What follows belongs to an exercise in optimizing a design on an open flow for small area, a short achievable clock period and few clock cycles per item; a production flow would make more cautious choices.
Only simulation tests tie the RTL to the original design; equivalence was not proved.
Power and IR drop assume default switching activity.

`flow/design.v`:
```
module lzdec (
    input  wire        clk,
    input  wire        rst,             
    input  wire        cmd_valid,
    output wire        cmd_ready,
    input  wire        cmd_kind,        
    input  wire        cmd_len_known,
    input  wire        cmd_cap_en,
    input  wire [15:0] cmd_src_len,
    input  wire [31:0] cmd_skip,
    input  wire [31:0] cmd_take,
    input  wire [31:0] cmd_max_out,
    input  wire [7:0]  cmd_fill,
    input  wire        in_valid,
    input  wire [7:0]  in_data,
    output wire        in_ready,
    output wire        out_valid,
    output wire [7:0]  out_data,
    input  wire        out_ready,
    output wire        done,
    output wire [2:0]  err,
    output wire        win_we,
    output wire [11:0] win_waddr,
    output wire [7:0]  win_wdata,
    output wire [11:0] win_raddr,
    input  wire [7:0]  win_rdata
);
    localparam [2:0] E_NONE  = 3'd0,
                     E_TRUNC = 3'd1,
                     E_RANGE = 3'd3,
                     E_OVF   = 3'd4;
    localparam [3:0] P_IDLE  = 4'd0,
                     P_FIRST = 4'd1,    
                     P_TOK   = 4'd2,    
                     P_P1    = 4'd3,    
                     P_P2    = 4'd4,    
                     P_SHORT = 4'd5,    
                     P_GAM   = 4'd6,    
                     P_GC    = 4'd7,    
                     P_LM1   = 4'd8,    
                     P_END   = 4'd9;    
    localparam [1:0] G_SEL  = 2'd0,     
                     G_REPN = 2'd1,     
                     G_FARN = 2'd2;     
    reg         run;
    reg         fin;
    reg  [2:0]  err_r;
    reg         kind;
    reg         len_known;
    reg         cap_en;
    reg  [7:0]  fill;
    reg  [15:0] src_rem;
    reg         src_z;
    reg  [31:0] skip_rem;
    reg         skip_nz;
    reg  [31:0] take_rem;
    reg         take_one;
    reg  [31:0] cap_rem;
    reg         cap_z;
    reg  [3:0]  ps;
    reg  [7:0]  acc;           
    reg  [7:0]  pf;            
    reg         pf_v;
    reg  [3:0]  bcnt;          
    reg         have_acc;      
    reg         lwm;
    reg  [12:0] last_off;      
    reg  [31:0] g;             
    reg  [1:0]  gsel;
    reg         gbig;          
    reg         lo_set;        
    reg         far_bad;       
    reg         far_a1;        
    reg         far_a2;        
    reg         c_act;
    reg         c_last;
    reg         c_byp;
    reg         c_off;         
    reg  [32:0] c_n;
    reg  [12:0] c_d;           
    reg         w_valid;
    reg         w_ram;         
    reg  [7:0]  w_byte;        
    reg  [11:0] ni;            
    reg         full;          
    wire       cap_blk = cap_en && cap_z;
    wire       w_prod  = run && w_valid && !cap_blk && (skip_nz || out_ready);
    wire       w_acc   = !w_valid || w_prod;
    wire [7:0] w_val   = w_ram ? win_rdata : w_byte;
    wire       take_end = w_prod && !skip_nz && len_known && take_one;
    wire       ovf      = run && w_valid && cap_blk;
    assign out_valid = run && w_valid && !cap_blk && !skip_nz;
    assign out_data  = w_val;
    assign win_we    = w_prod;
    assign win_waddr = ni - 12'd1;     
    assign win_wdata = w_val;
    assign cmd_ready = !run;
    assign done      = fin;
    assign err       = err_r;
    wire r2w    = c_act && w_acc;
    wire lit_ok = !c_act && w_acc;
    wire cpy_ok = !c_act || (c_last && w_acc);
    wire [7:0] pf_rev   = {pf[0], pf[1], pf[2], pf[3], pf[4], pf[5], pf[6], pf[7]};
    wire [7:0] ca       = have_acc ? acc : (kind ? pf : pf_rev);
    wire [3:0] cn       = have_acc ? bcnt : 4'd8;
    wire       st_bits  = (ps == P_TOK) || (ps == P_P1) || (ps == P_P2) ||
                          (ps == P_SHORT) || (ps == P_GAM) || (ps == P_GC);
    wire       db_pf    = pf_v && (have_acc || !st_bits);    
    wire [7:0] db       = db_pf ? pf : in_data;
    wire       port_av  = !src_z && in_valid;
    wire [31:0] gv      = {g[30:0], ca[7]};
    reg  [3:0]  ps_n;
    reg  [31:0] g_n;
    reg  [1:0]  gsel_n;
    reg         gbig_n;
    reg         lo_set_n;
    reg         far_bad_n;
    reg         far_a1_n;
    reg         far_a2_n;
    reg         gvbig;         
    reg         gv2;           
    reg  [4:0]  fh;            
    reg  [12:0] fdist;
    reg         lwm_n;
    reg  [12:0] lo_n;
    reg  [2:0]  k;             
    reg         nbits;         
    reg         brd;           
    reg         bok;           
    reg         e_lit;         
    reg         e_cpy;         
    reg         e_cpyv;        
    reg         e_n1, e_n2, e_fast, e_end;
    reg  [7:0]  e_litv;
    reg  [12:0] e_d;
    reg  [32:0] e_n;
    reg  [2:0]  e_err;
    reg         cbit;
    reg  [31:0] gval;
    reg  [3:0]  dd;
    reg         sdone;
    reg         two;           
    reg         to_sn;         
    reg         sn_bit;
    reg         near_do;       
    reg         dbl;           
    wire [12:0] pd = last_off;
    always @(*) begin
        ps_n    = ps;
        g_n     = g;
        gsel_n  = gsel;
        gbig_n  = gbig;
        lo_set_n = lo_set;
        far_bad_n = far_bad;
        far_a1_n = far_a1;
        far_a2_n = far_a2;
        gvbig   = gbig || g[4];
        gv2     = 1'b0;
        fh      = 5'd0;
        fdist   = 13'd0;
        lwm_n   = lwm;
        lo_n    = last_off;
        k       = 3'd0;
        nbits   = 1'b0;
        brd     = 1'b0;
        bok     = 1'b1;
        e_lit   = 1'b0;
        e_cpy   = 1'b0;
        e_cpyv  = 1'b0;
        e_n1    = 1'b0;
        e_n2    = 1'b0;
        e_fast  = 1'b0;
        e_end   = 1'b0;
        e_litv  = db;
        e_d     = pd;
        e_n     = 33'd0;
        e_err   = len_known ? E_TRUNC : E_NONE;
        cbit    = 1'b0;
        gval    = gv;
        dd      = 4'd0;
        sdone   = 1'b0;
        two     = 1'b0;
        to_sn   = 1'b0;
        sn_bit  = 1'b0;
        near_do = 1'b0;
        dbl     = 1'b0;
        case (ps)
        P_FIRST: begin
            brd   = 1'b1;
            bok   = lit_ok;
            e_lit = 1'b1;
            lwm_n = 1'b0;
            ps_n  = P_TOK;
        end
        P_TOK: begin
            nbits = 1'b1;
            if (!kind) begin
                k   = 3'd1;
                brd = 1'b1;
                if (ca[7]) begin
                    bok   = lit_ok;
                    e_lit = 1'b1;
                end else begin
                    lo_n[7:0] = db;
                    ps_n      = P_LM1;
                    if (db_pf && port_av && cpy_ok) begin
                        dbl   = 1'b1;
                        e_cpy = 1'b1;
                        e_d   = {1'b0, in_data[7:4], pf};
                        e_n   = {29'd0, in_data[3:0]} + 33'd3;
                        ps_n  = P_TOK;
                        if ({in_data[7:4], pf} == 12'd0) begin
                            e_end = 1'b1;
                            e_err = E_RANGE;
                        end else begin
                            e_cpyv = 1'b1;
                        end
                    end
                end
            end else if (!ca[7]) begin
                k     = 3'd1;
                brd   = 1'b1;
                bok   = lit_ok;
                e_lit = 1'b1;
                lwm_n = 1'b0;
            end else if (cn == 4'd1) begin
                k    = 3'd1;
                ps_n = P_P1;
            end else if (!ca[6]) begin
                k      = 3'd2;
                g_n    = 32'd1;
                gbig_n = 1'b0;
                gsel_n = G_SEL;
                ps_n   = P_GAM;
            end else if (cn == 4'd2) begin
                k    = 3'd2;
                ps_n = P_P2;
            end else begin
                k      = 3'd3;
                to_sn  = 1'b1;
                sn_bit = ca[5];
            end
        end
        P_P1: begin
            nbits = 1'b1;
            if (!ca[7]) begin
                k      = 3'd1;
                g_n    = 32'd1;
                gbig_n = 1'b0;
                gsel_n = G_SEL;
                ps_n   = P_GAM;
            end else if (cn == 4'd1) begin
                k    = 3'd1;
                ps_n = P_P2;
            end else begin
                k      = 3'd2;
                to_sn  = 1'b1;
                sn_bit = ca[6];
            end
        end
        P_P2: begin
            nbits  = 1'b1;
            k      = 3'd1;
            to_sn  = 1'b1;
            sn_bit = ca[7];
        end
        P_SHORT: begin
            nbits = 1'b1;
            if (g[3:0] == 4'd1 && cn >= 4'd4) begin
                k     = 3'd4;
                dd    = ca[7:4];
                sdone = 1'b1;
            end else begin
                k     = 3'd1;
                g_n   = gv;
                gbig_n = gbig || g[4];
                dd    = gv[3:0];
                sdone = g[3];
            end
            if (sdone) begin
                lwm_n = 1'b0;
                ps_n  = P_TOK;
                if (dd == 4'd0) begin
                    e_lit  = 1'b1;
                    e_litv = 8'h00;
                end else begin
                    e_cpy  = 1'b1;
                    e_cpyv = 1'b1;
                    e_d    = {9'd0, dd};
                    e_n    = 33'd1;
                    e_n1   = 1'b1;
                end
            end
        end
        P_GAM, P_GC: begin
            nbits = 1'b1;
            if (ps == P_GAM && cn == 4'd1) begin
                k    = 3'd1;
                g_n  = gv;
                gbig_n = gbig || g[4];
                ps_n = P_GC;
            end else begin
                cbit = (ps == P_GAM) ? ca[6] : ca[7];
                gval = (ps == P_GAM) ? gv : g;
                gvbig = (ps == P_GAM) ? (gbig || g[4]) : gbig;
                two  = (ps == P_GAM) && cn >= 4'd4 && ca[6] && !gv[31];
                if (two) begin
                    k    = 3'd4;
                    cbit = ca[4];
                    gval = {gv[30:0], ca[5]};
                    gvbig = gbig || g[4] || g[3];
                end else begin
                    k    = (ps == P_GAM) ? 3'd2 : 3'd1;
                end
                gv2 = !gvbig && gval[4:0] == 5'd2;
                if (cbit) begin
                    if (gval[31]) begin
                        e_end = 1'b1;
                        e_err = E_RANGE;
                    end else begin
                        g_n  = gval;
                        gbig_n = gvbig;
                        ps_n = P_GAM;
                    end
                end else begin
                    case (gsel)
                    G_SEL: begin
                        if (!lwm && gv2) begin
                            g_n    = 32'd1;
                            gbig_n = 1'b0;
                            gsel_n = G_REPN;
                            ps_n   = P_GAM;
                        end else begin
                            brd        = 1'b1;
                            fh         = gval[4:0] - (lwm ? 5'd2 : 5'd3);
                            fdist      = {fh, db};
                            lo_n       = fdist;
                            lo_set_n   = 1'b1;
                            far_bad_n  = gvbig || gval[4:0] > (lwm ? 5'd18 : 5'd19) ||
                                         fdist == 13'd0 || fdist > 13'd4096;
                            far_a1_n   = fdist >= 13'd1280;
                            far_a2_n   = fdist < 13'd128;
                            g_n        = 32'd1;
                            gbig_n     = 1'b0;
                            gsel_n     = G_FARN;
                            ps_n       = P_GAM;
                        end
                    end
                    G_REPN: begin
                        if (!lo_set) begin
                            e_end = 1'b1;
                            e_err = E_RANGE;
                        end else begin
                            e_cpy  = 1'b1;
                            e_cpyv = 1'b1;
                            e_fast = 1'b1;
                            e_d    = last_off;
                            e_n    = {1'b0, gval};
                            e_n2   = gv2;
                            lwm_n  = 1'b1;
                            ps_n   = P_TOK;
                        end
                    end
                    default: begin
                        if (far_bad) begin
                            e_end = 1'b1;
                            e_err = E_RANGE;
                        end else begin
                            e_cpy  = 1'b1;
                            e_cpyv = 1'b1;
                            e_fast = 1'b1;
                            e_n2   = gv2 && !far_a1 && !far_a2;
                            e_d    = pd;
                            e_n    = {1'b0, gval} + {31'd0, far_a2, far_a1};
                            lwm_n  = 1'b1;
                            ps_n   = P_TOK;
                        end
                    end
                    endcase
                end
            end
        end
        P_LM1: begin
            brd   = 1'b1;
            bok   = cpy_ok;
            e_cpy = 1'b1;
            e_d   = {1'b0, db[7:4], pd[7:0]};
            e_n   = {29'd0, db[3:0]} + 33'd3;
            ps_n  = P_TOK;
            if ({db[7:4], pd[7:0]} == 12'd0) begin
                e_end = 1'b1;
                e_err = E_RANGE;
            end else begin
                e_cpyv = 1'b1;
            end
        end
        default: ;
        endcase
        if (to_sn) begin
            g_n = 32'd1;
            gbig_n = 1'b0;
            if (sn_bit)
                ps_n = P_SHORT;
            else
                near_do = 1'b1;
        end
        if (near_do) begin
            brd   = 1'b1;
            bok   = cpy_ok;
            e_cpy = 1'b1;
            e_d   = {6'd0, db[7:1]};
            e_n   = db[0] ? 33'd3 : 33'd2;
            lo_n  = {6'd0, db[7:1]};
            lo_set_n = 1'b1;
            lwm_n = 1'b1;
            ps_n  = P_TOK;
            if (db[7:1] == 7'd0)
                e_end = 1'b1;
            else
                e_cpyv = 1'b1;
        end
        if (e_end)
            ps_n = P_END;
    end
    wire stepping = run && (ps != P_IDLE) && (ps != P_END);
    wire bits_ok  = !nbits || have_acc || pf_v;
    wire vref     = nbits && !have_acc && pf_v;      
    wire emit_ok  = e_lit ? lit_ok : (e_cpy ? cpy_ok : 1'b1);
    wire ok_emit  = brd ? bok : emit_ok;
    wire eoi = stepping && src_z &&
               ((nbits && !have_acc && !pf_v) || (brd && !db_pf));
    wire commit = stepping && bits_ok && ok_emit && (!brd || db_pf || port_av);
    wire c_pf = stepping && pf_v &&
                (vref || (brd && db_pf && ok_emit && bits_ok));
    reg in_pf;
    always @(*) begin
        case (ps)
        P_FIRST: in_pf = lit_ok;
        P_LM1:   in_pf = cpy_ok;
        P_TOK:   in_pf = have_acc && (kind ? (!acc[7] && lit_ok) : (!acc[7] || lit_ok));
        default: in_pf = 1'b0;
        endcase
    end
    wire c_pf_in = stepping && pf_v && (vref || in_pf);
    assign in_ready = stepping && !src_z && (!pf_v || c_pf_in);
    wire byte_take  = in_ready && in_valid;
    wire c_port = commit && ((brd && !db_pf) || dbl);
    wire lit_go  = commit && e_lit;
    wire cpy_go  = commit && e_cpyv;   
    wire fast_go = commit && e_fast && !c_act && w_acc;
    wire ent_r   = r2w || fast_go;     
    function [13:0] sub14(input [13:0] a, input [13:0] b);
        reg [13:0] gen, pro, gg, pp, tg, tp;
        integer i, d;
        begin
            gen = a & ~b;
            pro = a ^ ~b;
            gg  = gen;
            pp  = pro;
            gg[0] = gen[0] | pro[0];         
            for (d = 1; d < 14; d = d * 2) begin
                tg = gg;
                tp = pp;
                for (i = d; i < 14; i = i + 1) begin
                    gg[i] = tg[i] | (tp[i] & tg[i - d]);
                    pp[i] = tp[i] & tp[i - d];
                end
            end
            sub14[0] = ~pro[0];
            for (i = 1; i < 14; i = i + 1)
                sub14[i] = pro[i] ^ gg[i - 1];
        end
    endfunction
    wire [12:0] dsel = c_act ? c_d : last_off;
    wire [13:0] rsrc = sub14({1'b0, full, ni}, {1'b0, dsel});
    wire        rneg = rsrc[13];   
    wire        rbyp = c_act ? c_byp : (last_off == 13'd1);
    assign win_raddr = rsrc[11:0];
    always @(posedge clk) begin
        if (rst) begin
            run     <= 1'b0;
            fin     <= 1'b0;
            err_r   <= E_NONE;
            ps      <= P_IDLE;
            c_act   <= 1'b0;
            w_valid <= 1'b0;
        end else if (!run) begin
            fin <= 1'b0;
            if (cmd_valid) begin
                kind      <= cmd_kind;
                len_known <= cmd_len_known;
                cap_en    <= cmd_cap_en;
                fill      <= cmd_fill;
                src_rem   <= cmd_src_len;
                src_z     <= (cmd_src_len == 16'd0);
                skip_rem  <= cmd_skip;
                skip_nz   <= (cmd_skip != 32'd0);
                take_rem  <= cmd_take;
                take_one  <= (cmd_take == 32'd1);
                cap_rem   <= cmd_max_out;
                cap_z     <= (cmd_max_out == 32'd0);
                acc       <= 8'd0;
                bcnt      <= 4'd0;
                have_acc  <= 1'b0;
                pf_v      <= 1'b0;
                lwm       <= 1'b0;
                last_off  <= 13'd0;
                lo_set    <= 1'b0;
                ni        <= 12'd0;
                full      <= 1'b0;
                c_act     <= 1'b0;
                w_valid   <= 1'b0;
                err_r     <= E_NONE;
                if (cmd_len_known && cmd_take == 32'd0) begin
                    fin <= 1'b1;
                    ps  <= P_IDLE;
                end else begin
                    run <= 1'b1;
                    ps  <= cmd_kind ? P_FIRST : P_TOK;
                end
            end
        end else begin
            if (byte_take) begin
                src_rem <= src_rem - 16'd1;
                src_z   <= (src_rem == 16'd1);
            end
            if (byte_take && !c_port) begin
                pf   <= in_data;
                pf_v <= 1'b1;
            end else if (c_pf) begin
                pf_v <= 1'b0;
            end
            if (eoi) begin
                err_r <= len_known ? E_TRUNC : E_NONE;
                ps    <= P_END;
            end else if (vref && !commit) begin
                acc  <= ca;
                bcnt <= 4'd8;
                have_acc <= 1'b1;
            end else if (commit) begin
                if (nbits) begin
                    acc  <= ca << k;
                    bcnt <= cn - {1'b0, k};
                    have_acc <= (cn != {1'b0, k});
                end
                ps       <= ps_n;
                g        <= g_n;
                gsel     <= gsel_n;
                gbig     <= gbig_n;
                lo_set   <= lo_set_n;
                far_bad  <= far_bad_n;
                far_a1   <= far_a1_n;
                far_a2   <= far_a2_n;
                lwm      <= lwm_n;
                last_off <= lo_n;
                if (e_end)
                    err_r <= e_err;
            end
            if (!c_act || (c_last && r2w)) begin
                c_n    <= e_n;
                c_last <= fast_go ? e_n2 : e_n1;
                c_off  <= fast_go;
                c_byp  <= (e_d == 13'd1);
                c_d    <= e_d;
            end else if (r2w) begin
                c_n    <= c_n - 33'd1;
                c_last <= (c_n == {31'd0, 1'b1, c_off});
            end
            if (cpy_go)
                c_act <= !(fast_go && e_n1);
            else if (r2w && c_last)
                c_act <= 1'b0;
            if (ent_r || lit_go) begin
                w_valid <= 1'b1;
                ni      <= ni + 12'd1;
                if (ni == 12'hfff)
                    full <= 1'b1;
            end else if (w_prod) begin
                w_valid <= 1'b0;
            end
            w_ram <= ent_r && !rneg && !rbyp;
            if (lit_go)
                w_byte <= e_litv;
            else if (ent_r && rneg)
                w_byte <= fill;
            else
                w_byte <= w_val;
            if (w_prod) begin
                cap_rem <= cap_rem - 32'd1;
                cap_z   <= (cap_rem == 32'd1);
                if (skip_nz) begin
                    skip_rem <= skip_rem - 32'd1;
                    skip_nz  <= (skip_rem != 32'd1);
                end else if (len_known) begin
                    take_rem <= take_rem - 32'd1;
                    take_one <= (take_rem == 32'd2);
                end
            end
            if (take_end) begin
                run   <= 1'b0;
                fin   <= 1'b1;
                err_r <= E_NONE;
            end else if (ovf) begin
                run   <= 1'b0;
                fin   <= 1'b1;
                err_r <= E_OVF;
            end else if (ps == P_END && !c_act && !w_valid) begin
                run <= 1'b0;
                fin <= 1'b1;
            end
        end
    end
endmodule
```
`flow/flow/run.sh`:
```
#!/bin/bash
# The standard layout, with the port buffers that buffer_ports inserts made of
# plain buffers (buf_2) instead of the delay-buffer cell it picks by default.
set -euo pipefail
export BUFFER_PORTS_ARGS="-buffer_cell sky130_fd_sc_hd__buf_2"
bash standard.sh > standard_flow.log 2>&1
```
`flow/standard.sh`:
```
#!/bin/bash
# synth_recipe.tcl (not shown) runs the flow's synth.tcl, then flattens the netlist and writes it again
# the make line also repeats each setting of config.mk as NAME=value (left out here)
make -C /OpenROAD-flow-scripts/flow DESIGN_CONFIG=/design/flow/config.mk WORK_HOME=/design/flow/orfs CLKGATE_MAP_FILE= SYNTH_SCRIPT=/design/flow/synth_recipe.tcl "${@:-finish}"
```
`flow/config.mk`:
```
export PLATFORM = sky130hd
export DESIGN_NAME = lzdec
export DESIGN_NICKNAME = lzdec
export VERILOG_FILES = /design/flow/design.v
export SDC_FILE = /design/flow/constraint.sdc
export NUM_CORES = 4
export LEC_CHECK = 0
export ABC_CLOCK_PERIOD_IN_PS = 3500
export CAP_MARGIN = 0
export CORE_MARGIN = 2
export CORE_UTILIZATION = 60
export SETUP_SLACK_MARGIN = 1.5
export SLEW_MARGIN = 0
```
`flow/constraint.sdc`:
```
create_clock -name core_clock -period 6.0 [get_ports {clk}]
set_input_delay 1.2000 -clock core_clock [delete_from_list [all_inputs] [get_ports {clk}]]
set_output_delay 1.2000 -clock core_clock [all_outputs]
set_load 0.01 [all_outputs]
```
==> results of run 1 <==
==> cell type report <==
cell class / instances / area share, %
multi-input cells: 1725 / 48.11
flip-flops and latches: 284 / 37.50
repair buffers: 239 / 5.907
clock buffers: 42 / 4.337
well taps: 442 / 2.461
inverters: 54 / 0.9020
clock inverters: 19 / 0.7739
diodes: 1 / 0.01114
==> cell usage in the layout (no fill, tap or decap), types with 51 or more instances in the layout <==
cell,netlist,routed
a31oi_1,51,51
xnor2_1,84,84
xor2_1,70,70
buf_2,19,191
o21ai_0,97,94
edfxtp_1,273,273
nor2_1,294,293
nor4_1,64,63
nor3_1,87,87
nand3_1,68,68
nand2_1,176,176
a21oi_1,196,190
==> registers in the layout (all words and copies together), names as in the netlist, 2 cells and up <==
| register | flops |
|---|---|
| c_n | 33 |
| cap_rem | 32 |
| g | 32 |
| skip_rem | 32 |
| take_rem | 32 |
| src_rem | 16 |
| c_d | 13 |
| last_off | 13 |
| ni | 12 |
| acc | 8 |
| fill | 8 |
| pf | 8 |
| w_byte | 8 |
| bcnt | 4 |
| ps | 4 |
| err_r | 3 |
| gsel | 2 |
==> metal layers <==
metal  up-vias  GRT usage [%]  part of all wire [%]
met2       888          51.63                    46
met1      8566          45.11                    42
met3       135          5.850                   8.7
met4         4          10.58                   3.2
li1       8573              -                     -
met5         -              0                 0.048
==> what timing repair did <==
action	4_1_cts	5_1_grt
resized for setup	8	19
gates cloned	0	0
pin swaps	2	4
endpoints found under the setup margin	101	95
buffers inserted	9	2
==> power groups by stage <==
stage	combinational, mW	sequential (mW)	clock, mW
3_5_place_dp	0.736	2.40	0
6_report	0.765	2.35	2.10
3_3_place_gp	0.724	2.39	0
4_1_cts	0.749	2.35	2.12
2_1_floorplan	0.520	2.37	0
5_1_grt	0.845	2.36	2.19
==> worst max-delay path: stages (launching register included) <==
cell,delay (ns)
edfxtp_1,0.51
mux2i_1,0.16
o21a_2,0.32
inv_1,0.43
nand3_1,0.21
a31oi_4,0.26
inv_2,0.14
or4_4,0.61
a31oi_4,0.30
a21o_2,0.39
nand2_1,0.22
a31oi_1,0.26
buf_4,0.21
==> worst max-delay path by stage <==
stage	from	endpoint	slack, ns	cells past startpoint
3_3_place_gp	kind	c_n[26]	1.30	15
5_1_grt	have_acc	c_n[29]	1.50	10
6_report	kind	acc[4]	1.65	12
4_1_cts	last_off[0]	win_raddr[10]	1.47	13
3_5_place_dp	kind	c_n[26]	1.13	15
2_1_floorplan	c_act	win_raddr[10]	1.56	13
==> synthesized netlist by cell type, types with 20 or more instances <==
| cell | count |
|---|---|
| nor3_1 | 87 |
| o21ai_0 | 97 |
| nand2_1 | 176 |
| mux2i_1 | 51 |
| nor4_1 | 64 |
| nor2_1 | 294 |
| a31oi_1 | 51 |
| ha_1 | 35 |
| clkbuf_1 | 81 |
| a22o_1 | 29 |
| or4_1 | 20 |
| xor2_1 | 70 |
| edfxtp_1 | 273 |
| or3_1 | 20 |
| xnor2_1 | 84 |
| a21oi_1 | 196 |
| inv_1 | 52 |
| nand2b_1 | 21 |
| nand3_1 | 68 |
| nand4_1 | 23 |
==> kinds of logic after synthesis <==
family          after synthesis  share of synthesized area, %
compound gates              593                         19.52
xor+xnor                    154                         6.800
fa+ha+maj                    38                         2.511
buf+inv                     177                         3.734
flops                       284                         42.44
mux                          67                         3.501
simple gates                873                         21.49
==> stage by stage <==
stage               hold WS, ns  std cells  worst slack [ns]  cell area [um2]
global route             0.4858       2805             1.503            22470
global placement         0.4532       2733             1.299            21160
floorplan                0.4423       2186             1.555            19850
CTS                      0.4628       2803             1.474            22390
finish                   0.4668       2806             1.653            22470
detailed placement       0.4528       2733             1.129            21160
==> impl_results.md, run 1 <==
- Status: no timing/DRC/antenna violations
- Logic gate share of total power: 14.7%
- NetSw: 1.369 mW
- Leading area contributor after synthesis: edfxtp_1
- DRC: 0
- Setup CP Type: reg -> reg
- Sequential Power Share: 45.1%
- RD Place Congestion: 0.9535
- Startpoint class of the critical path: flop
- Clk sink count: 284
- Final core utilization: 69.07%
- Detailed Routing Iterations Pass 1: 7
- Synth Register Bits: 284
- Hold Crit Endpoint: err_r[2]
- WL per Instance: 20.25 um
- Filler cell count in the final layout: 2671
- Initial Utilization: 60.96%
- Die width: 185.8 um
- Multi-input gate area: 0.01081 mm2
- Power, Total: 5.222 mW
- Proportion of layout cells with a drive suffix above 1: 15.95%
- Synth unique cells: 102
- Total global routing overflow: 0
- Wirelength, routed: 56820 um
- Cts hold-fix bufs: 0
- Max FO, Critical Path: 14
- Site Rows: 66
- Top FF cell, synth: edfxtp_1
- Slew headroom: 21.93%
- Post-Syn Area per Cell: 9.073 um2
- Worst-path clk slew: 0.06 ns
- CP required: 6.23 ns
- Worst hold path startpoint: err_r[2]
- Initial drt markers: 1971
- Clk_skew: 0.01842 ns
- CTS tree: done
- HP Class: reg -> reg
- Die Y: 185.8 um
- Least-Margin Pin Slew: 1.167 ns
- RSZ-0062 raised after global routing: no
- R2r endpoint: acc[4]
- Root Driver: clkbuf_16
- Fmax: 230.1 MHz
- Number of flops mapped to enable cells by yosys: 273
- Initial antenna violation count: 3
- Crit. End Element: flop
- Clock buffer depth: 3
- Hold depth: 2
- Power per cell area: 232.4 mW/mm2
- GRT Total Usage: 32.49%
- Arrival @ worst endpoint: 4.58 ns
- Max-slew violations: 0
- Synth top area share: 41.33%
- NumNets Final: 2520
- Ports: 192
- Final min period: 4.347 ns
- Setup TNS Final: 0 ns
- Switch share: 26.22%
- Asr flop ratio synth: 0%
- Final Hold Vio Count: 0
- Die ar.: 0.03453 mm2
- Post-Syn Area: 0.01983 mm2
- First-pass GRT wire length: 89150 um
- Pint: 3.853 mW
- Max cap viols: 0
- H-tree depth: 2
- RR Startpoint: kind
- Vias: 18170
- Register area: 0.008427 mm2
- Vias in the first global route: 16880
- Yosys warnings: 1
- Num CTS Buffers: 34
- Number of I/O port buffers: 191
- Core Area: 0.03254 mm2
- Dpl hpwl: 41160 um
- Crit share post-route: 72.44%
- Largest net degree at the start of global routing: 108
- FF-to-FF setup slack: 1.65 ns
- Worst r2r path cells: 12
- Clock Power Share: 40.3%
- Max VDD drop: 221.1 uV
- Syn Nets: 2368
- Via density: 6.474
- Final Setup Violations: 0
- Synth-to-layout area growth: 13.30%
- Register area share after synthesis: 42.44%
- Leak: 7.848 nW
- Clock Latency Late Sink: 0.53 ns
- Post-DRT Antenna Nets: 0
- Post-Syn Instances: 2186
- Largest cells by area after synthesis: edfxtp_1 (41%), nor2_1 (5.6%), a21oi_1 (4.9%), xnor2_1 (3.7%), nand2_1 (3.3%)
Testbench counts, summed over its fixed seeds: cycles 594,718, bytes 529,560.
==> run 2: changes to the inputs <==
--- a/flow/config.mk
+++ b/flow/config.mk
@@ -10,4 +10,4 @@
 export CORE_MARGIN = 2
-export CORE_UTILIZATION = 60
-export SETUP_SLACK_MARGIN = 1.5
+export CORE_UTILIZATION = 55
+export SETUP_SLACK_MARGIN = 2.0
 export SLEW_MARGIN = 0
==> run 2 against run 1 <==
Effect of this change: worst hold slack improved by 0.0021 ns; largest cell class unchanged; sequential power barely moved; critical endpoint is now win_raddr[10]; maximum frequency is 2.1% higher.
==> impl_results.md, run 2 <==
- Synth top area share: 41.33% (unchanged)
- Top FF cell, synth: edfxtp_1
- Slew headroom: 18.94% (-3.0 points)
- Core Area: 0.03557 mm2 (+9.3%)
- GRT Total Usage: 30.22% (-2.3 points)
- Post-Syn Instances: 2186 (unchanged)
- Register area share after synthesis: 42.44% (unchanged)
- Final min period: 4.257 ns (-0.08934 ns)
- Worst-path clk slew: 0.06 ns (about the same)
- Final Non-Filler Cells: 2865 (+2.1%)
- Most common cell after layout, fill and taps aside: nor2_1
- Most common cell in the synthesized netlist: nor2_1
- Placed Area: 0.02118 mm2 (+0.10%)
- Power, Total: 5.226 mW (about the same)
- Setup TNS Final: 0 ns (unchanged)
- WL per Instance: 20.62 um (+1.8%)
- Buffers plus inverters on the worst setup path: 2 (-1)
- Cts hold-fix bufs: 0 (unchanged)
- Commonest cells post-synth: nor2_1 (294), edfxtp_1 (273), a21oi_1 (196)
- Crit path cell chain: buf_12 > mux2_4 > ha_4 > fa_2 > nor2b_2 > o21ai_2 > a21boi_2 > o21ai_2 > a21boi_2 > o21ai_2 > a21boi_2 > or4_4 > nand3_2 > buf_6
- Asr flop ratio synth: 0% (unchanged)
- Final Hold Vio Count: 0 (unchanged)
- Die ar.: 0.03760 mm2 (+8.9%)
- Crit. End Element: output port
- Number of flops mapped to enable cells by yosys: 273 (unchanged)
- Yosys warnings: 1 (unchanged)
- Via density: 6.383 (-1.4%)
- CP delay by family, top: compound AO/OA/AOI/OAI gates
- Max-slew violations: 0 (unchanged)
- RD Place Congestion: 0.9506 (-0.30%)
- Synth unique cells: 102 (unchanged)
- Number of I/O port buffers: 191 (unchanged)
- Leading area contributor after synthesis: edfxtp_1
- DP Cell Count: 2747 (+0.51%)
- R2r endpoint: ni[3]
- Largest cells by area after synthesis: edfxtp_1 (41%), nor2_1 (5.6%), a21oi_1 (4.9%), xnor2_1 (3.7%), nand2_1 (3.3%)
- Post-Syn Area: 0.01983 mm2 (unchanged)
- Max VDD drop: 194.6 uV (-12%)
- Stages on worst setup path: 14 (+2)
- H-tree depth: 2 (unchanged)
- Startpoint class of the critical path: flop
- Vias: 18290 (+0.67%)
- Root Driver: clkbuf_16
- RR Startpoint: ps[3]
- CP required: 4.80 ns (-1.43 ns)
- Fmax: 234.9 MHz (+2.1%)
- Num CTS Buffers: 34 (unchanged)
- CP startpoint: c_act
- NumNets Final: 2559 (+1.5%)
- Post-DRT Antenna Nets: 0 (unchanged)
- Post-Syn Area per Cell: 9.073 um2 (unchanged)
- HP Class: reg -> reg
- Most frequent cells in the layout: nor2_1 (289), edfxtp_1 (273), a21oi_1 (189), buf_2 (189), nand2_1 (171)
- Die Y: 193.9 um (+4.4%)
- Vias in the first global route: 17130 (+1.4%)
- Slowest CP cell: dfxtp_4
- Largest net degree at the start of global routing: 100 (-7.4%)
- RSZ-0062 raised after global routing: yes
- Most flops, register: c_n
- Clock Latency Late Sink: 0.52 ns (about the same)
- Detailed Routing Iterations Pass 1: 5 (-2)
- Synth Register Bits: 284 (unchanged)
- Max FO, Critical Path: 5 (-9)
- Least-Margin Pin Slew: 1.211 ns (+0.04463 ns)
- DRC: 0 (unchanged)
- Clock buffer depth: 3 (unchanged)
- Final Setup Violations: 0 (unchanged)
- Wirelength, routed: 59080 um (+4.0%)
- Proportion of layout cells with a drive suffix above 1: 18.65% (+2.7 points)
- First-pass GRT wire length: 92890 um (+4.2%)
- Syn Nets: 2368 (unchanged)
- Status: no timing/DRC/antenna violations
- Initial antenna violation count: 3 (unchanged)
- Site Rows: 69 (+4.5%)
- Post-route cell area: 0.02313 mm2 (+2.9%)
- Clk sink count: 284 (unchanged)
- Dpl hpwl: 41730 um (+1.4%)
- Leak: 8.071 nW (+2.8%)
- Max cap viols: 0 (unchanged)
- Synth-to-layout area growth: 16.63%
- Arrival @ worst endpoint: 3.06 ns (-1.52 ns)
- Crit path to: win_raddr[10]
- Power per cell area: 225.9 mW/mm2 (-2.8%)
- Initial Utilization: 55.76% (-5.2 points)
- Die width: 193.9 um (+4.4%)
- Ports: 192 (unchanged)
- FF-to-FF setup slack: 2.05 ns (+0.40 ns)
- Crit share post-route: 70.96% (-1.5 points)
- CTS tree: done
- Total global routing overflow: 0 (unchanged)
- Max reg flops: 33 (unchanged)
- Initial drt markers: 1626 (-18%)
- Worst r2r path cells: 12 (unchanged)
- Clk_skew: 0.01462 ns (-0.003797 ns)
- Setup CP Type: reg -> out
- Tightest hold margin: 0.4689 ns (+0.002073 ns)
- Max incr delay on CP: 0.35 ns (-0.26 ns)
[run 2: metrics by stage]
stage | worst slack (ns) | util (%)
after floorplan | 2.035 | -
after global placement | 1.380 | 59.54
after detailed placement | 1.295 | 59.54
after CTS | 1.615 | 63.71
after global routing | 1.603 | 65.03
final | 1.743 | 65.04
[run 2: worst min path at each step]
stage          startpoint        to  slack [ns]  cells past startpoint
2_1_floorplan         run      full        0.44                      0
3_3_place_gp     err_r[2]  err_r[2]        0.46                      2
3_5_place_dp     err_r[2]  err_r[2]        0.46                      2
4_1_cts          err_r[2]  err_r[2]        0.47                      2
5_1_grt          err_r[2]  err_r[2]        0.49                      2
6_report         err_r[2]  err_r[2]        0.47                      2
[run 2: worst reg2reg max path, delay by kind of cell (launching register included)]
family	cells	cell delay [ns]
simple gates	3	0.84
compound gates	6	1.74
buf+inv	3	0.68
flops	1	0.33
[run 2: repair_timing]
item / in CTS / in global routing
pin swaps: 21 / 23
endpoints found under the setup margin: 136 / 115
gates cloned: 4 / 2
buffers inserted: 23 / 26
gates resized for setup: 49 / 51
[run 2: kinds of logic after synthesis]
kind of cell,Yosys count,share of synthesized area [%]
xor gates and xnor gates,154,6.800
AOI/OAI and AO/OA,593,19.52
and+or+nand+nor,873,21.49
buffers and inverters,177,3.734
DFF,284,42.44
adders and majority gates,38,2.511
muxes,67,3.501
[run 2: cell type report]
| class | instances | area [um2] |
|---|---|---|
| timing repair buffer | 273 | 1710 |
| sequential | 284 | 8431 |
| clock inverter | 12 | 102.6 |
| tap | 461 | 576.8 |
| inverter | 54 | 206.4 |
| fill | 3078 | 12440 |
| antenna | 2 | 5.005 |
| clock buffer | 49 | 970.9 |
| multi-input combinational | 1730 | 11130 |
[run 2: power breakdown]
| part | total [mW] | switching, mW | internal, mW |
|---|---|---|---|
| registers | 2.36 | 0.0805 | 2.28 |
| logic | 0.826 | 0.501 | 0.325 |
| clock network | 2.04 | 0.827 | 1.21 |
| total | 5.23 | 1.41 | 3.82 |
[run 2: routing by layer]
| metal | GRT usage [%] | part of all wire (%) | vias to the layer above |
|---|---|---|---|
| met3 | 5.270 | 8.5 | 111 |
| met1 | 42.96 | 43 | 8659 |
| met5 | 0 | 0.041 | - |
| met4 | 7.884 | 2.4 | 4 |
| li1 | - | - | 8666 |
| met2 | 48.02 | 46 | 848 |
==> run 3: changes to the inputs <==
--- a/flow/design.v
+++ b/flow/design.v
@@ -76,3 +76,2 @@
     reg         c_last;
-    reg         c_byp;
     reg         c_off;         
@@ -476,3 +475,3 @@
     wire        rneg = rsrc[13];   
-    wire        rbyp = c_act ? c_byp : (last_off == 13'd1);
+    wire        rbyp = (dsel == 13'd1);    
     assign win_raddr = rsrc[11:0];
@@ -562,3 +561,2 @@
                 c_off  <= fast_go;
-                c_byp  <= (e_d == 13'd1);
                 c_d    <= e_d;
--- a/flow/config.mk
+++ b/flow/config.mk
@@ -10,4 +10,4 @@
 export CORE_MARGIN = 2
-export CORE_UTILIZATION = 55
-export SETUP_SLACK_MARGIN = 2.0
+export CORE_UTILIZATION = 60
+export SETUP_SLACK_MARGIN = 1.5
 export SLEW_MARGIN = 0
==> run 3 against run 2 <==
Effect of this change: critical path type unchanged; via count decreased by 4.2%; combinational power down 7.3%; largest cell class unchanged; non-clock buffer count decreased by 31; largest power group unchanged; flip-flop and latch count shrank 1; cell count down 3.7%; die area shrank 9.4%; wire length shrank 6.8%; worst setup slack got worse by 0.21 ns; clock power hardly changed; power down 0.60%; register-to-register slack worse by 0.32 ns; first-iteration DRC count increased by 3.2%.
==> impl_results.md, run 3 <==
- Status: no timing/DRC/antenna violations
- Crit-path most repeated cell: a21oi_2
- Filler cell count in the final layout: 2665 (-13%)
- Worst-path clk slew: 0.06 ns (about the same)
- Asr flop ratio synth: 0% (unchanged)
- Final Hold Vio Count: 0 (unchanged)
- Arrival @ worst endpoint: 3.27 ns (+0.21 ns)
- Most common cell after layout, fill and taps aside: nor2_1
- Die width: 184.6 um (-4.8%)
- Crit path cell chain: buf_12 > mux2i_2 > ha_1 > nor2b_1 > o21ai_1 > nand2_1 > a21oi_2 > o21ai_2 > a21o_1 > a21oi_2 > o21bai_1 > a21oi_1 > xnor2_1 > buf_2
- Most flops, register: c_n
- RD Place Congestion: 0.9410 (-1.0%)
- Max VDD drop: 200.6 uV (+3.1%)
- M2 GR Usage: 51.20% (+3.2 points)
- Vias: 17520 (-4.2%)
- HP Class: reg -> reg
- Crit share post-route: 74.46% (+3.5 points)
- Clock Latency Late Sink: 0.52 ns (about the same)
- Power per cell area: 233.8 mW/mm2 (+3.5%)
- Crit. End Element: output port
- Sequential Power Share: 45.4% (+0.2 points)
- Die ar.: 0.03408 mm2 (-9.4%)
- GRT Total Usage: 31.77% (+1.5 points)
- Max reg flops: 33 (unchanged)
- Clk_skew: 0.01917 ns (+0.004545 ns)
- Total global routing overflow: 0 (unchanged)
- RR Startpoint: ps[2]
- Final Setup Violations: 0 (unchanged)
- Die Y: 184.6 um (-4.8%)
- NetSw: 1.379 mW (-2.2%)
- Clock Power Share: 39.8% (+0.8 points)
- Leak: 7.873 nW (-2.5%)
- Initial drt markers: 1678 (+3.2%)
- Synth unique cells: 97 (-4.9%)
- Number of flops mapped to enable cells by yosys: 272 (-0.37%)
- Detailed Routing Iterations Pass 1: 6 (+1)
- Setup CP Type: reg -> out
- Dpl hpwl: 39850 um (-4.5%)
- Clk sink count: 283 (-0.35%)
- WL per Instance: 19.96 um (-3.2%)
- Max-slew violations: 0 (unchanged)
- First-pass GRT wire length: 86160 um (-7.2%)
- Final min period: 4.467 ns (+0.2101 ns)
- Max incr delay on CP: 0.40 ns (+0.05 ns)
- CP required: 4.80 ns (about the same)
- Register area share after synthesis: 42.86% (+0.41 points)
- Core Area: 0.03229 mm2 (-9.2%)
- Max cap viols: 0 (unchanged)
- Synth top area share: 41.73% (+0.40 points)
- RSZ-0062 raised after global routing: yes
- Initial antenna violation count: 3 (unchanged)
- Largest cells by area after synthesis: edfxtp_1 (42%), nor2_1 (5.5%), xnor2_1 (4.6%), a21oi_1 (4.4%), xor2_1 (3.5%)
- Busiest layer in global routing: met2
- Number of I/O port buffers: 191 (unchanged)
- Proportion of layout cells with a drive suffix above 1: 15.90% (-2.8 points)
- Largest net degree at the start of global routing: 237 (+140%)
- Synth Register Bits: 283 (-0.35%)
- Via density: 6.351 (-0.51%)
- Tightest hold margin: 0.4798 ns (+0.01094 ns)
- Pint: 3.816 mW (about the same)
- CP startpoint: c_act
- Post-Syn Instances: 2133 (-2.4%)
- Yosys warnings: 1 (unchanged)
- Root Driver: clkbuf_16
- NumNets Final: 2473 (-3.4%)
- H-tree depth: 2 (unchanged)
- Initial Utilization: 60.62% (+4.9 points)
- Worst hold path startpoint: err_r[2]
- Site Rows: 66 (-4.3%)
- Top FF cell, synth: edfxtp_1
- Wirelength, routed: 55070 um (-6.8%)
- Max FO, Critical Path: 20 (+15)
- Most frequent cells in the layout: nor2_1 (283), edfxtp_1 (272), buf_2 (191), nand2_1 (176), a21oi_1 (169)
- CTS tree: done
- Vias in the first global route: 16400 (-4.2%)
- Post-Syn Area: 0.01957 mm2 (-1.3%)
- Syn Nets: 2315 (-2.2%)
- Leading area contributor after synthesis: edfxtp_1
- Least-Margin Pin Slew: 1.282 ns (+0.07085 ns)
- DRC: 0 (unchanged)
- Startpoint class of the critical path: flop
- Grt met3 use: 4.545% (-0.73 points)
- Post-Syn Area per Cell: 9.176 um2 (+1.1%)
- Slew headroom: 14.20% (-4.7 points)
- Fmax: 223.8 MHz (-4.7%)
- Commonest cells post-synth: nor2_1 (285), edfxtp_1 (272), nand2_1 (177)
- Num CTS Buffers: 34 (unchanged)
- Synth-to-layout area growth: 13.49%
- Clock buffer depth: 3 (unchanged)
- Ports: 192 (unchanged)
- Setup TNS Final: 0 ns (unchanged)
- Slowest CP cell: dfxtp_2
- Logic gate share of total power: 14.8% (-1.0 points)
- Switch share: 26.54% (-0.42 points)
- Final core utilization: 68.80% (+3.8 points)
- Most common cell in the synthesized netlist: nor2_1
- Grt met1 use: 43.95% (+0.99 points)
- Post-DRT Antenna Nets: 0 (unchanged)
run 3: kinds of logic (layout without fill, tap and decap cells):
group,after synthesis,after routing,synth area share [%]
buffers and inverters,168,350,3.612
AOI/OAI and AO/OA,550,550,18.32
adders and majority gates,38,38,2.544
muxes,65,65,3.446
other,0,2,0
xor gates and xnor gates,180,180,8.055
DFF,283,283,42.86
and+or+nand+nor,849,849,21.17
run 3: area by class of cell:
type	count	area (um2)	share of cell area [%]
Clock inverter	17	156.4	0.7041
Timing Repair Buffer	242	1368	6.156
Sequential cell	283	8397	37.80
Inverter	48	183.9	0.8280
Clock buffer	43	948.4	4.269
Tap cell	442	553.0	2.490
Antenna cell	2	5.005	0.02253
Multi-Input combinational cell	1682	10600	47.73
run 3: metal layers:
layer / share of wire, % / vias to the layer above
li1: - / 8353
met1: 43 / 8294
met2: 46 / 763
met3: 7.6 / 110
met4: 3.3 / 2
met5: 0.018 / -
run 3: path summary, 6_finish.rpt:
path	to	slack [ns]	cells after the start
worst max-delay path	win_raddr[10]	1.53	14
worst min register to register	err_r[2]	0.48	2
worst max register to register	bcnt[2]	1.73	14
worst min-delay path	err_r[2]	0.48	2
run 3: timing repair:
action                     in CTS  in global routing
buffers inserted                6                  3
hold buffers                    0                  0
pin swaps                       0                  1
gates resized for setup        14                 15
setup endpoints to repair     108                 91
run 3: per-stage QoR:
stage | worst slack, ns | total power [mW] | instances | cell area, um2
after floorplan | 1.709 | 2.886 | 2133 | 19580
after detailed placement | 1.180 | 3.139 | 2688 | 20930
after global routing | 1.368 | 5.376 | 2757 | 22210
final | 1.533 | 5.195 | 2759 | 22210
after global placement | 1.330 | 3.121 | 2688 | 20930
after CTS | 1.420 | 5.201 | 2754 | 22140
run 3: worst max-delay path: cells and delay by family (launching register included):
family,cells,cell delay [ns]
AOI/OAI and AO/OA,7,1.05
DFF,1,0.40
xor gates and xnor gates,1,0.13
adders and majority gates,1,0.30
muxes,1,0.25
and+or+nand+nor,2,0.27
buffers and inverters,2,0.35
run 3: power by group through the flow:
stage / Combinational, mW / Clock (mW) / Sequential, mW
finish: 0.766 / 2.07 / 2.36
detailed placement: 0.739 / 0 / 2.40
global route: 0.845 / 2.16 / 2.37
CTS: 0.753 / 2.09 / 2.36
floorplan: 0.522 / 0 / 2.36
global placement: 0.727 / 0 / 2.39
Testbench counts of run 3, summed over its fixed seeds: cycles 594,718, bytes 529,560.
==> run 4: changes to the inputs <==
--- a/flow/design.v
+++ b/flow/design.v
@@ -472,6 +472,7 @@
     endfunction
-    wire [12:0] dsel = c_act ? c_d : last_off;
-    wire [13:0] rsrc = sub14({1'b0, full, ni}, {1'b0, dsel});
-    wire        rneg = rsrc[13];   
-    wire        rbyp = (dsel == 13'd1);    
+    wire [13:0] rsrc_c = sub14({1'b0, full, ni}, {1'b0, c_d});
+    wire [13:0] rsrc_l = sub14({1'b0, full, ni}, {1'b0, last_off});
+    wire [13:0] rsrc   = c_act ? rsrc_c : rsrc_l;
+    wire        rneg   = rsrc[13];   
+    wire        rbyp   = c_act ? (c_d == 13'd1) : (last_off == 13'd1);   
     assign win_raddr = rsrc[11:0];
--- a/flow/config.mk
+++ b/flow/config.mk
@@ -7,7 +7,7 @@
 export LEC_CHECK = 0
-export ABC_CLOCK_PERIOD_IN_PS = 3500
+export ABC_CLOCK_PERIOD_IN_PS = 3000
 export CAP_MARGIN = 0
 export CORE_MARGIN = 2
-export CORE_UTILIZATION = 60
-export SETUP_SLACK_MARGIN = 1.5
+export CORE_UTILIZATION = 55
+export SETUP_SLACK_MARGIN = 2.5
 export SLEW_MARGIN = 0
==> run 4 against run 3 <==
Effect of this change: clock skew rose by 0.0049 ns; count of clock-buffer cells in the layout grew 5; synthesized cell count up 5.2%; highest routed layer unchanged.
==> impl_results.md, run 4 <==
- Status: no timing/DRC/antenna violations
- Slew headroom: 8.923% (-5.3 points)
- WL per Instance: 22.20 um (+11%)
- Worst hold path startpoint: fin
- Die width: 195.0 um (+5.6%)
- Max reg flops: 33 (unchanged)
- R2r endpoint: g[24]
- Setup TNS Final: 0 ns (unchanged)
- Number of flops mapped to enable cells by yosys: 272 (unchanged)
- Clock buffer depth: 3 (unchanged)
- Post-Syn Area: 0.02007 mm2 (+2.5%)
- NumNets Final: 2815 (+14%)
- Wirelength, routed: 68970 um (+25%)
- Leading area contributor after synthesis: edfxtp_1
- Proportion of layout cells with a drive suffix above 1: 29.49% (+14 points)
- Filler cell count in the final layout: 2561 (-3.9%)
- Hold depth: 2 (unchanged)
- Cts hold-fix bufs: 0 (unchanged)
- Post-Syn Instances: 2243 (+5.2%)
- Vias in the first global route: 18340 (+12%)
- Root Driver: clkbuf_16
- RSZ-0062 raised after global routing: yes
- Final Setup Violations: 0 (unchanged)
- Final core utilization: 73.80% (+5.0 points)
- Total global routing overflow: 0 (unchanged)
- Num CTS Buffers: 35 (+2.9%)
- Synth-to-layout area growth: 31.46%
- Worst r2r path cells: 16 (+2)
- Final WS setup: 1.851 ns (+0.3187 ns)
- Setup CP Type: reg -> out
- Clock Latency Late Sink: 0.56 ns (+0.04 ns)
- CTS tree: done
- Crit. End Element: output port
- Die ar.: 0.03803 mm2 (+12%)
- Top FF cell, synth: edfxtp_1
- Most common cell after layout, fill and taps aside: nor2_1
- Leak: 9.594 nW (+22%)
- Max-slew violations: 0 (unchanged)
- Number of I/O port buffers: 191 (unchanged)
- Via density: 6.562 (+3.3%)
- Register area share after synthesis: 41.80% (-1.1 points)
- RD Place Congestion: 0.9680 (+2.9%)
- Final min period: 4.149 ns (-0.3187 ns)
- Synth unique cells: 91 (-6.2%)
- Max VDD drop: 153.3 uV (-24%)
- Register area: 0.008403 mm2 (about the same)
- Arrival @ worst endpoint: 2.95 ns (-0.32 ns)
- DRC: 0 (unchanged)
- Dpl hpwl: 41880 um (+5.1%)
- Core Area: 0.03574 mm2 (+11%)
- Hold Crit Endpoint: fin
- Max FO, Critical Path: 33 (+65%)
- HP Class: reg -> reg
- Most frequent cells in the layout: nor2_1 (287), edfxtp_1 (272), buf_2 (192), buf_4 (174), nand2_1 (171)
- Initial drt markers: 2526 (+51%)
- Ports: 192 (unchanged)
- Worst slack, placed: 1.177 ns (-0.002420 ns)
- FF-to-FF setup slack: 1.88 ns (+0.15 ns)
- Die Y: 195.0 um (+5.6%)
- First-pass GRT wire length: 99000 um (+15%)
- Yosys warnings: 1 (unchanged)
- Detailed Routing Iterations Pass 1: 9 (+3)
- Initial antenna violation count: 3 (unchanged)
- Site Rows: 69 (+4.5%)
- Clk_skew: 0.02411 ns (+0.004942 ns)
- Final Hold Vio Count: 0 (unchanged)
- Commonest cells post-synth: nor2_1 (305), edfxtp_1 (272), a21oi_1 (186)
- Worst-path clk slew: 0.06 ns (about the same)
- Post-Syn Area per Cell: 8.946 um2 (-2.5%)
- Initial Utilization: 56.14% (-4.5 points)
- Power, Total: 5.607 mW (+7.9%)
- Max cap viols: 0 (unchanged)
- Fmax: 241.0 MHz (+7.7%)
- GRT Total Usage: 32.43% (+0.66 points)
- Synth Register Bits: 283 (unchanged)
- Clk sink count: 283 (unchanged)
- Largest net degree at the start of global routing: 201 (-15%)
- Tightest hold margin: 0.4565 ns (-0.02328 ns)
- H-tree depth: 2 (unchanged)
- Most flops, register: c_n
- Post-DRT Antenna Nets: 0 (unchanged)
- CP required: 4.80 ns (about the same)
- Synth top area share: 40.71% (-1.0 points)
- Syn Nets: 2439 (+5.4%)
- Most common cell in the synthesized netlist: nor2_1
- Power per cell area: 212.6 mW/mm2 (-9.1%)
- Largest cells by area after synthesis: edfxtp_1 (41%), nor2_1 (5.7%), xnor2_1 (4.9%), a21oi_1 (4.6%), nand2_1 (3.4%)
- Crit share post-route: 69.15% (-5.3 points)
- Multi-input gate area: 0.01254 mm2 (+18%)
- RR Startpoint: kind
- Least-Margin Pin Slew: 1.363 ns (+0.08093 ns)
- Vias: 20390 (+16%)
- Startpoint class of the critical path: flop
- Asr flop ratio synth: 0% (unchanged)
## run 4: cell count changes after synthesis, moves of 11 or more
| cell | delta |
|---|---|
| a21oi_1 | +13 |
| o32ai_1 | +12 |
| nand3_1 | +15 |
| ha_1 | +13 |
| xnor2_1 | +11 |
| buf_2 | -11 |
| inv_1 | +26 |
| nor2_1 | +20 |
| mux2i_1 | -13 |
## run 4: per-stage QoR
step | cells | area [um2]
CTS | 3016 | 24570
global placement | 2814 | 21700
global route | 3106 | 26380
floorplan | 2243 | 20390
finish | 3107 | 26380
detailed placement | 2814 | 21700
## run 4: layout make-up
class                      count  share of cell area, %
sequential                   283                  31.86
multi-input combinational   1773                  47.54
clock buffer                  48                  3.747
tap                          461                  2.187
clock inverter                15                 0.3463
timing repair buffer         454                  13.22
antenna                        1               0.009487
inverter                      72                  1.096
## run 4: power breakdown
part | switching [mW] | total, mW | internal, mW
logic | 0.680 | 1.18 | 0.504
registers | 0.0916 | 2.37 | 2.28
clock network | 0.857 | 2.05 | 1.19
## run 4: repair_timing
action | 4_1_cts | 5_1_grt
gates cloned | 11 | 6
buffers inserted | 128 | 84
gates resized for setup | 149 | 236
pin swaps | 55 | 79
setup endpoints to repair | 190 | 189
## run 4: cells by family after synthesis
logic type	after synthesis	share of synthesized area, %
flops	283	41.80
compound gates	572	18.38
buf+inv	193	3.922
fa+ha+maj	53	3.442
simple gates	906	21.65
xor+xnor	182	7.944
mux	54	2.862
## run 4: worst max-delay path: stages (launching register included)
cell	delay, ns
dfxtp_1	0.38
clkinvlp_4	0.54
a21oi_4	0.38
buf_12	0.25
o22ai_1	0.13
a21oi_1	0.21
o31ai_2	0.10
and3b_2	0.25
buf_2	0.14
## run 4: worst max path at each step
stage / startpoint / to / slack [ns]
after floorplan: out_ready / g[0] / 2.21
after global placement: kind / c_n[24] / 1.28
after detailed placement: kind / c_n[24] / 1.18
after CTS: ni[0] / win_raddr[10] / 1.87
after global routing: c_act / in_ready / 1.72
final: c_act / in_ready / 1.85
## run 4: routing by layer
metal	track usage, %	part of all wire [%]	wire (um)
met3	5.717	11	7649
met5	0	0.17	118
met1	45.65	40	27450
met2	50.29	44	30030
met4	12.02	5.4	3720
Testbench counts of run 4, summed over its fixed seeds: cycles 594,718, bytes 529,560.
==> run 5: changes to the inputs <==
--- a/flow/config.mk
+++ b/flow/config.mk
@@ -7,3 +7,3 @@
 export LEC_CHECK = 0
-export ABC_CLOCK_PERIOD_IN_PS = 3000
+export ABC_CLOCK_PERIOD_IN_PS = 3500
 export CAP_MARGIN = 0
@@ -11,3 +11,3 @@
 export CORE_UTILIZATION = 55
-export SETUP_SLACK_MARGIN = 2.5
+export SETUP_SLACK_MARGIN = 2.0
 export SLEW_MARGIN = 0
==> run 5 against run 4 <==
Effect of this change: utilization fell by 5.7 points; die area did not move; clock skew fell by 0.0066 ns; wire length fell by 10%.
==> impl_results.md, run 5 <==
- Status: no timing/DRC/antenna violations
- Most flops, register: c_n
- Arrival @ worst endpoint: 2.95 ns (about the same)
- Setup TNS Final: 0 ns (unchanged)
- Final Non-Filler Cells: 3003 (-3.3%)
- WL per Instance: 20.66 um (-6.9%)
- Synth-to-layout area growth: 21.26%
- HP Class: reg -> reg
- Max FO, Critical Path: 4 (-88%)
- Site Rows: 69 (unchanged)
- Vias: 19170 (-6.0%)
- RR Startpoint: pf[0]
- Final min period: 4.147 ns (-0.002140 ns)
- Die width: 195.0 um (unchanged)
- Leak: 8.821 nW (-8.1%)
- GRT Total Usage: 30.95% (-1.5 points)
- Least-Margin Pin Slew: 1.151 ns (-0.2126 ns)
- Initial Utilization: 56.14% (unchanged)
- Post-DRT Antenna Nets: 0 (unchanged)
- CP startpoint: ni[1]
- Power, Total: 5.353 mW (-4.5%)
- Worst slack, placed: 0.8677 ns (-0.3097 ns)
- Number of flops mapped to enable cells by yosys: 272 (unchanged)
- Max VDD drop: 228.5 uV (+49%)
- Startpoint class of the critical path: flop
- Max reg flops: 33 (unchanged)
- Post-Syn Area per Cell: 8.946 um2 (unchanged)
- DRC: 0 (unchanged)
- Largest net degree at the start of global routing: 87 (-57%)
- Register area share after synthesis: 41.80% (unchanged)
- DP Cell Count: 2817 (+0.11%)
- Tightest hold margin: 0.4588 ns (+0.002262 ns)
- Final WS setup: 1.853 ns (+0.002140 ns)
- Clock buffer depth: 3 (unchanged)
- Die ar.: 0.03803 mm2 (unchanged)
- Largest cells by area after synthesis: edfxtp_1 (41%), nor2_1 (5.7%), xnor2_1 (4.9%), a21oi_1 (4.6%), nand2_1 (3.4%)
- Via density: 6.382 (-2.7%)
- Max-slew violations: 0 (unchanged)
- Leading area contributor after synthesis: edfxtp_1
- Root Driver: clkbuf_16
- Number of I/O port buffers: 191 (unchanged)
- Worst hold path startpoint: fin
- Most common cell in the synthesized netlist: nor2_1
- Initial antenna violation count: 3 (unchanged)
- Total global routing overflow: 0 (unchanged)
- CTS tree: done
- Syn Nets: 2439 (unchanged)
- Initial drt markers: 2118 (-16%)
- Final Setup Violations: 0 (unchanged)
- Clock Latency Late Sink: 0.55 ns (about the same)
- Commonest cells post-synth: nor2_1 (305), edfxtp_1 (272), a21oi_1 (186)
- Setup CP Type: reg -> out
- CP required: 4.80 ns (about the same)
- First-pass GRT wire length: 94490 um (-4.6%)
- Detailed Routing Iterations Pass 1: 6 (-3)
- Vias in the first global route: 17450 (-4.9%)
- Ports: 192 (unchanged)
- Power per cell area: 220.0 mW/mm2 (+3.5%)
- Slew headroom: 23.01% (+14 points)
- Synth Register Bits: 283 (unchanged)
- Clk sink count: 283 (unchanged)
- Synth unique cells: 91 (unchanged)
- Post-Syn Area: 0.02007 mm2 (unchanged)
- Wirelength, routed: 62040 um (-10%)
- Max cap viols: 0 (unchanged)
- RSZ-0062 raised after global routing: yes
- NumNets Final: 2713 (-3.6%)
- Yosys warnings: 1 (unchanged)
- H-tree depth: 2 (unchanged)
- Post-Syn Instances: 2243 (unchanged)
- Top FF cell, synth: edfxtp_1
- Core Area: 0.03574 mm2 (unchanged)
- Crit. End Element: output port
- Clk_skew: 0.01748 ns (-0.006630 ns)
- Crit share post-route: 69.11% (about the same)
- Proportion of layout cells with a drive suffix above 1: 21.84% (-7.6 points)
- Most common cell after layout, fill and taps aside: nor2_1
- Most frequent cells in the layout: nor2_1 (298), edfxtp_1 (272), buf_2 (192), nand2_1 (182), a21oi_1 (175)
- Num CTS Buffers: 34 (-2.9%)
- Final Hold Vio Count: 0 (unchanged)
- RD Place Congestion: 0.9371 (-3.2%)
- Fmax: 241.2 MHz (about the same)
- Asr flop ratio synth: 0% (unchanged)
- Synth top area share: 40.71% (unchanged)
- Worst-path clk slew: 0.06 ns (about the same)
- Dpl hpwl: 42350 um (+1.1%)
- Die Y: 195.0 um (unchanged)
-- run 5: through the flow --
step                      utilization (%)  instance area, um2
after floorplan                         -               20140
after global placement              60.21               21520
after detailed placement            60.21               21520
after CTS                           65.08               23260
after global routing                68.07               24330
final                               68.08               24330
-- run 5: critical path: stages (launching register included) --
cell,delay (ns)
edfxtp_1,0.46
buf_4,0.18
inv_2,0.11
fa_2,0.23
nor2b_1,0.05
o21ai_1,0.16
a21boi_1,0.10
o21ai_1,0.14
nand2b_1,0.09
a21oi_1,0.19
o21bai_1,0.11
a31oi_1,0.22
xor2_1,0.16
mux2i_1,0.08
buf_2,0.14
-- run 5: logic make-up after synthesis --
family | share of synthesized area (%)
AOI/OAI and AO/OA | 18.38
xor gates and xnor gates | 7.944
adders and majority gates | 3.442
buffers and inverters | 3.922
DFF | 41.80
muxes | 2.862
and+or+nand+nor | 21.65
-- run 5: repair_timing --
| action | in CTS | in global routing |
|---|---|---|
| pin swaps | 27 | 51 |
| setup buffers | 49 | 64 |
| cloned | 4 | 8 |
| setup endpoints to repair | 154 | 135 |
| hold buffers | 0 | 0 |
| gates resized for setup | 66 | 111 |
-- run 5: layout make-up --
type	count	area (um2)
multi-input combinational	1769	11580
fill	2831	11410
sequential	283	8404
timing repair buffer	356	2427
clock buffer	48	977.2
tap	461	576.8
inverter	72	281.5
clock inverter	12	80.08
timing repair inverter	1	5.005
antenna	1	2.502
-- run 5: layer usage --
metal | track usage, % | vias to the layer above | wire, um
met5 | 0 | - | 25
met4 | 9.386 | 4 | 1875
met1 | 44.37 | 9092 | 26250
met3 | 4.801 | 156 | 5646
met2 | 48.53 | 959 | 28240
li1 | - | 8954 | -
-- run 5: path summary, 6_finish.rpt --
path	end	slack [ns]	cells after the start
worst min-delay path	fin	0.46	2
worst min register to register	fin	0.46	2
worst max-delay path	win_raddr[10]	1.85	14
worst max register to register	gsel[0]	1.89	14
-- run 5: power by group --
group	switching, mW	leakage [nW]	total [mW]	internal, mW
clock network	0.827	0.516	2.00	1.18
registers	0.0912	2.67	2.37	2.28
logic	0.576	5.63	0.978	0.402

==> re-timing with driven ports <==
No port has a modelled driver above. Below, the same layouts with a new extraction and two added sets of constraints.
Step 1 assumes that a clkbuf_16 drives the clock port and a buf_2 every other input.
Step 2 also shifts input and output timing later by t, the mid clock arrival at the registers, as if the neighbouring blocks saw the same clock.
a / b / c = no drivers / after step 1 / after step 2; a / b = the first two.
run	t (ns)	setup WS [ns]	clock arrival spread, ns	slew at the worst register clock pin (ns)	cell pins on the clock port's net
run 1	0.579	1.653 / 1.629 / 1.348	0.018 / 0.018	0.07 / 0.07	1
run 2	0.566	1.743 / 1.688 / 1.598	0.015 / 0.015	0.06 / 0.06	1
run 3	0.568	1.533 / 1.475 / 1.318	0.019 / 0.019	0.07 / 0.07	1
run 4	0.605	1.851 / 1.793 / 1.629	0.024 / 0.025	0.07 / 0.07	1
run 5	0.595	1.853 / 1.796 / 1.615	0.018 / 0.019	0.07 / 0.07	1
After both steps every run listed still meets setup and hold. The setup slack of run 1, which loses most, moves by -0.024 ns with the drivers and by -0.305 ns with both steps.
